This design comes from an exercise in tuning for small area, a short achievable clock period and few clock cycles per item on the open sky130 flow, not from production work.
Where RTL was checked, it was by simulation tests only, not by an equivalence proof against the original.
For run 2, only the layout was checked, not whether the RTL still works.
Power and IR drop assume default switching activity.

==> flow/design.v, too long to show whole: its modules and the start of the top module <==
// module vcsk_channel: 106 lines
// module vcsk_core: 991 lines
module vcsk_core (
    input  wire        clk,
    input  wire        rst,
    input  wire        cmd_valid,
    output wire        cmd_ready,
    input  wire [31:0] cmd_data,
    output reg         rsp_valid,
    output reg  [31:0] rsp_data,
    output reg         rsp_err
);
  // ...
==> flow/flow/run.sh <==
#!/bin/bash
# The standard layout, with the port buffers that buffer_ports inserts made
# sky130_fd_sc_hd__buf_2 cells instead of its default choice.
set -euo pipefail
export BUFFER_PORTS_ARGS="-buffer_cell sky130_fd_sc_hd__buf_2"
bash standard.sh finish > standard.log 2>&1
==> flow/standard.sh <==
#!/bin/bash
# synth_recipe.tcl (not shown) runs the flow's synth.tcl, then flattens the netlist and writes it again
# the make line also repeats each setting of config.mk as NAME=value (left out here)
make -C /OpenROAD-flow-scripts/flow DESIGN_CONFIG=/design/flow/config.mk WORK_HOME=/design/flow/orfs CLKGATE_MAP_FILE= SYNTH_SCRIPT=/design/flow/synth_recipe.tcl "${@:-finish}"
==> flow/config.mk <==
export PLATFORM = sky130hd
export DESIGN_NAME = vcsk_core
export DESIGN_NICKNAME = vcsk_core
export VERILOG_FILES = /design/flow/design.v
export SDC_FILE = /design/flow/constraint.sdc
export NUM_CORES = 4
export LEC_CHECK = 0
export CAP_MARGIN = 20
export CORE_MARGIN = 2
export CORE_UTILIZATION = 40
export SLEW_MARGIN = 20
==> flow/constraint.sdc <==
create_clock -name core_clock -period 44.0 [get_ports {clk}]
set_input_delay 8.8000 -clock core_clock [delete_from_list [all_inputs] [get_ports {clk}]]
set_output_delay 8.8000 -clock core_clock [all_outputs]
set_load 0.01 [all_outputs]
==> results by group, run 1 <==
Outcome
  – Outcome: no timing/DRC/antenna violations

CTS
  – TritonCTS clock tree: done

Placement
  – Port Buffers: slightly below 70
  – Placed cells: 8981

STA
  – FMAX: ~100 MHz
  – Max Slew Vio Count: 0
  – Worst-Margin Slew: 1.21 ns
  – Count of final hold-check violations: 0
  – Minimum clock period: 10.05 ns

Power
  – Sequential power: approximately 1.5 mW
  – Clock power frac: around 44%
  – Max power group: sequential cells

Critical path
  – Buf/Inv on CP: 1
  – Critical path class: reg -> out
  – Worst Setup EP: rsp_data[13]
  – Max incr delay on CP: between 0.3 and 0.4 ns

Synthesis
  – Syn Inst Count: 6511
  – Proportion of synthesized chip area in sequential cells: 48.5%
  – Cell taking the most area after synthesis: edfxtp_1
  – Top post-synthesis cells by area: edfxtp_1 (32%), dfxtp_1 (16%), fa_1 (11%)
  – Synth unique cells: 75
  – XOR/XNOR share of the synthesized area: 5.55%
  – Synth Area in Compound Gates: 7.02%

Detailed routing
  – Post-route ant nets: 0
  – Routed len/inst: around 22 µm
  – DR vias: 48900
  – First-pass DRT Iterations: 5

Layout
  – Multi-input gate area: 0.0358 mm²
  – Util after Layout: between 40 and 50%
  – Ant diodes: 3
  – Regs by FF count: g_ch.u_ch.volume (512), g_ch.u_ch.counter (192)
  – Non-clock inverter count in the final layout: roughly 610
  – Area delta synth->final: 12.4%
  – Multi-input combinational area share: 42.6%
  – Commonest non-fill, non-tap cell in the layout: edfxtp_1
  – Top cell category: sequential cells
  – Non-clock buffer share: 1.41%
  – Most frequent cells in the layout: edfxtp_1 (800), nor2_1 (612), inv_1 (609)
  – Top reg by flops: g_ch.u_ch.volume

Floorplan
  – # IOs: 70
  – Die Y: 436 µm

Flow run
  – Max-cap violations: 0

GRT
  – Grt met3 use: 3.15%
Testbench counts, summed over its fixed seeds: cycles 12,288, items 12,256.
==> run 2, diff against run 1 <==
--- a/flow/design.v
+++ b/flow/design.v
@@ -1068,30 +1068,20 @@
     wire tc457 = (ts441 & tc420) | (ts441 & tc440) | (tc420 & tc440);
     wire ts458 = ts442 ^ tc422 ^ tc441;
     wire tc458 = (ts442 & tc422) | (ts442 & tc441) | (tc422 & tc441);
     wire ts459 = ts443 ^ tc424 ^ tc442;
     wire tc459 = (ts443 & tc424) | (ts443 & tc442) | (tc424 & tc442);
     wire ts460 = ts444 ^ tc426 ^ tc443;
     wire [15:0] row_a = {ts460, ts459, ts458, ts457, ts456, ts455, ts454, ts453, ts452, ts451, ts450, ts449, ts448, ts447, ts446, ts445};
     wire [15:0] row_b = {tc459, tc458, tc457, tc456, tc455, tc454, tc453, tc452, tc451, tc450, tc449, tc448, tc447, tc446, tc445, pp[496]};
-    reg        v3, s3_smp, s3_rdcfg, s3_err, s3_aud;
-    reg [15:0] s3_ra, s3_rb;
-    reg [13:0] s3_cfg;
+    wire [15:0] mix = row_a + row_b;
+    wire [4:0] rd_div  = div_bus[s2_ch*5 +: 5];
+    wire [3:0] rd_mode = mode_bus[s2_ch*4 +: 4];
+    wire       rd_aud  = aud_bus[s2_ch];
     always @(posedge clk) begin
-        v3       <= v2 & ~rst;
-        s3_smp   <= s2_smp;
-        s3_rdcfg <= s2_rdcfg;
-        s3_err   <= s2_err;
-        s3_aud   <= s2_rdaud & aud_bus[s2_ch];
-        s3_ra    <= row_a;
-        s3_rb    <= row_b;
-        s3_cfg   <= {s2_ch, div_bus[s2_ch*5 +: 5], mode_bus[s2_ch*4 +: 4]};
-    end
-    wire [15:0] mix = s3_ra + s3_rb;
-    always @(posedge clk) begin
-        rsp_valid <= v3 & ~rst;
-        rsp_err   <= s3_err;
-        rsp_data[15:0]  <= (s3_smp | s3_rdcfg) ? mix : {15'd0, s3_aud};
-        rsp_data[31:16] <= s3_smp   ? {16{mix[15]}} :
-                           s3_rdcfg ? {2'b01, s3_cfg} : 16'd0;
+        rsp_valid <= v2 & ~rst;
+        rsp_err   <= s2_err;
+        rsp_data[15:0]  <= (s2_smp | s2_rdcfg) ? mix : {15'd0, s2_rdaud & rd_aud};
+        rsp_data[31:16] <= s2_smp   ? {16{mix[15]}} :
+                           s2_rdcfg ? {2'b01, s2_ch, rd_div, rd_mode} : 16'd0;
     end
 endmodule
==> flow/run.sh (new file) <==
#!/bin/bash
# synth_recipe.tcl (not shown) runs the flow's synth.tcl, then flattens the netlist and writes it again
# the make line also repeats each setting of config.mk as NAME=value (left out here)
make -C /OpenROAD-flow-scripts/flow DESIGN_CONFIG=/design/flow/config.mk WORK_HOME=/design/flow/orfs CLKGATE_MAP_FILE= SYNTH_SCRIPT=/design/flow/synth_recipe.tcl finish
removed: flow/flow/run.sh
removed: flow/standard.sh
==> run 2 against run 1 <==
  * Hold slack better by 0.016 ns
  * Non-clock buffer count down 10
  * Critical path type is now reg -> reg
  * Sequential cell count down 51
  * Clock power about the same
  * Fmax down 5.9%
  * Critical path depth up 24
  * Clock skew up 0.0011 ns
  * Combinational power up 3%
  * Critical endpoint is now rsp_data[20]$_DFF_P_
  * Die area down 2.0%
  * Routed wire length up 1.8%
==> results by group, run 2 <==
Critical path
  – Reg-to-reg critical path startpoint: s2_ch[3]$_DFF_P_
  – Setup crit end kind: flop
  – Worst Path Max Fanout: 23
  – CP startpoint: s2_ch[3]$_DFF_P_
  – Critical path class: reg -> reg
  – CP Launch Type: flop
  – Worst EP required: between 40 and 50 ns
  – Arrival time worst endpoint: 11.38 ns

Synthesis
  – Cell taking the most area after synthesis: edfxtp_1
  – Main synth FF type: edfxtp_1
  – Count leader, synth: edfxtp_1
  – Syn Inst Count: 6356 (-2.4%)
  – EDFF count, synth: 800
  – Syn Nets: slightly above 7000
  – Most instantiated cells after synthesis: edfxtp_1 (800), nor2_1 (654), inv_1 (584)
  – Warnings from Yosys: 33
  – Synth Area per Inst: 11.5 µm²
  – Top post-synthesis cells by area: edfxtp_1 (33%), dfxtp_1 (15%), fa_1 (12%)
  – Syn Std Cell Area: 0.0732 mm²
  – Proportion of synthesized chip area in sequential cells: 48.1% (-0.41 points)
  – Synthesized flop and latch total: 1358
  – FFs w/ async S/R, synth: 0%
  – Synth unique cells: 73 (-2.7%)
  – Synth top area share: 32.8%

Detailed routing
  – Post-route ant nets: 0 (unchanged)
  – # DRC: 0
  – First-pass DRT Iterations: 6 (+1)
  – Vias per std cell: 5.37
  – Routed len/inst: 22.6 µm (+4.6%)
  – Routed WL: slightly above 200 mm
  – DR vias: 48500 (-0.76%)
  – Iteration-0 DRC Markers: 4194

Layout
  – Util after Layout: 45.2% (-0.065 points)
  – Regs by FF count: g_ch.u_ch.volume (512), g_ch.u_ch.counter (192)
  – Area delta synth->final: 12.7%
  – Layout cell share with drive strength beyond 1: 8.14%
  – Max reg flops: 512
  – Most frequent cells in the layout: edfxtp_1 (800), nor2_1 (651), inv_1 (584)
  – Top reg by flops: g_ch.u_ch.volume
  – Commonest non-fill, non-tap cell in the layout: edfxtp_1
  – Nets@finish: 7222

Floorplan
  – Chip Width: 432 µm
  – Die ar.: approximately 0.19 mm²
  – # IOs: 70 (unchanged)
  – Initial Util: 40.1%
  – Total core area: 0.182 mm²
  – # rows: 157
  – Die Y: 432 µm (-0.99%)

Outcome
  – Outcome: no timing/DRC/antenna violations

Power
  – Sw Pwr: 0.751 mW
  – PwrDens: 37.1 mW/mm²
  – LEAKAGE: around 32 nW
  – Maximum vdd drop: 0.0357 mV
  – Sw Ratio: 24.5%
  – Int Pwr: around 2.3 mW
  – Clock power frac: 43.8% (+0.2 points)
  – Sequential share of power: 47.7%
  – Comb pwr share: 8.5%

STA
  – Count of final hold-check violations: 0 (unchanged)
  – Minimum clock period: 10.68 ns (+0.628 ns)
  – Worst clock skew: 0.0315 ns
  – Tcrit/Tclk final: 24.3%
  – Setup TNS: 0 ns
  – Worst-Margin Slew: 1.22 ns (+0.0142 ns)
  – FMAX: 93.7 MHz (-5.9%)
  – Max Slew Vio Count: 0 (unchanged)
  – RSZ-0062 raised after global routing: false
  – Setup Viol. Count Final: 0
  – Slew Limit Headroom: roughly 18%

Flow run
  – Max-cap violations: 0 (unchanged)

CTS
  – Clock transition at path regs: 0.06 ns
  – Clock tree sinks: 1358
  – Post-CTS setup buffers: 0
  – Post-CTS sizing: 0
  – Hold_buf cts: 0
  – Clock tree buffer depth: 3
  – Clock buffer count from CTS: 154
  – Htree depth: 4
  – TritonCTS clock tree: done
  – CTS Root Cell: clkbuf_16
  – Clock latency (worst-skew pair): 0.80 ns

Placement
  – DP Wirelength: 143 mm
  – GPL Wtd Cong: 0.890
  – Port Buffers: 68 (unchanged)

Hold path
  – HP Class: reg -> reg
  – HP Start: s2_err$_DFF_P_

GRT
  – First-pass GRT wire length: ~310 mm
  – Initial antenna violation count: 7
  – Vias in the first global route: 48400
  – Tot GR Track Use: 22.0%
  – GRT Residual Overflow: 0
  – Largest net degree at the start of global routing: 109
## run 2: changes by cell type after synthesis, sizes merged, moves of 33 or more
cell    change
a21oi      -54
dfxtp      -51
nand3      -44
mux2i      +42
nor2       +38
o21bai     +33
## run 2: kinds of logic (layout without fill, tap and decap cells)
group,Yosys count,in the layout,share of synthesized area (%)
flip-flops,1358,1358,48.1
adder cells (fa/ha/maj),671,671,15.8
multiplexers,354,354,6.90
buffers and inverters,737,1025,3.83
AND/OR/NAND/NOR,1963,1963,12.6
other,1,3,0.00512
AO/OA/AOI/OAI,810,810,7.25
XOR/XNOR,462,462,5.58
## run 2: routing by layer
layer	up-vias	wire length [µm]	track usage, %
met2	1444	95800	35.9
met5	-	13	0
li1	22200	-	-
met3	412	12200	3.50
met4	2	10700	10.5
met1	24400	85300	28.6
## run 2: path summary, 6_finish.rpt
check        cells past startpoint  slack (ns)              endpoint
max reg2reg                     25       33.32  rsp_data[20]$_DFF_P_
min reg2reg                      0        0.34       rsp_err$_DFF_P_
max                             25       33.32  rsp_data[20]$_DFF_P_
min                              0        0.34       rsp_err$_DFF_P_
## run 2: power groups by stage
stage / Combinational, mW / Sequential (mW) / Clock, mW
after CTS: 0.261 / 1.46 / 1.37
after floorplan: 0.169 / 1.47 / 0
after global routing: 0.283 / 1.47 / 1.42
after detailed placement: 0.259 / 1.49 / 0
after global placement: 0.256 / 1.49 / 0
final: 0.259 / 1.46 / 1.34
## run 2: cell type report
cell class | instances | area [µm²]
sequential | 1358 | 35200
clock inverter | 78 | 927
timing repair buffer | 154 | 1360
fill | 16500 | 99900
tap | 2385 | 2980
multi-input combinational | 4261 | 35500
inverter | 587 | 2200
antenna | 2 | 5.00
clock buffer | 206 | 4320
## run 2: worst max-delay path, cell delays in order, from the launching register on
cell      delay, ns
dfxtp_1        0.71
buf_4          0.48
nor2b_1        0.23
a32o_1         0.72
and2_1         0.24
fa_1           0.43
fa_1           0.49
fa_1           0.55
fa_1           0.52
fa_1           0.52
fa_1           0.53
fa_1           0.55
inv_1          0.06
fa_1           0.54
inv_1          0.07
ha_1           0.29
a21o_1         0.16
a21o_1         0.19
a21oi_1        0.27
nor4b_1        0.88
o211ai_1       0.28
a41o_1         0.28
a21oi_1        0.44
xnor3_1        0.57
nand2b_4       0.35
o21ai_0        0.19
## run 2: through the flow
step / hold slack [ns] / setup WS (ns) / instance area, µm² / power (mW) / std cells
final: 0.342 / 33.32 / 82500 / 3.06 / 9031
after global routing: 0.348 / 33.14 / 82500 / 3.17 / 9029
after CTS: 0.346 / 33.38 / 82500 / 3.09 / 9029
after detailed placement: 0.333 / 33.56 / 77300 / 1.75 / 8745
after global placement: 0.340 / 33.72 / 77200 / 1.74 / 8744
after floorplan: 0.310 / 34.87 / 73200 / 1.64 / 6356

-- separate check: timing with driven ports --
No port has a modelled driver above. Below, the same layouts with a new extraction and two added sets of constraints. Step 1 sets driving cells, clkbuf_16 on the clock port and buf_2 on the other inputs (assumed; they add their load-dependent delay and slew). Step 2 times the ports against the registers' clock, not the clock port: input delays grow and output delays shrink by t, the midpoint of the rising clock arrivals with the driver on. a / b / c = ideal ports / drivers / drivers and shift; a / b = the first two.
run	t (ns)	slack for setup (ns)	worst setup path after step 2	worst register clock-pin slew, ns	pins driven straight from the clock port
run 1	0.881	33.952 / 33.872 / 34.753	register to output	0.06 / 0.06	1
run 2	0.869	33.324 / 33.324 / 33.324	register to register	0.07 / 0.07	1
After both steps every run listed still meets setup and hold.
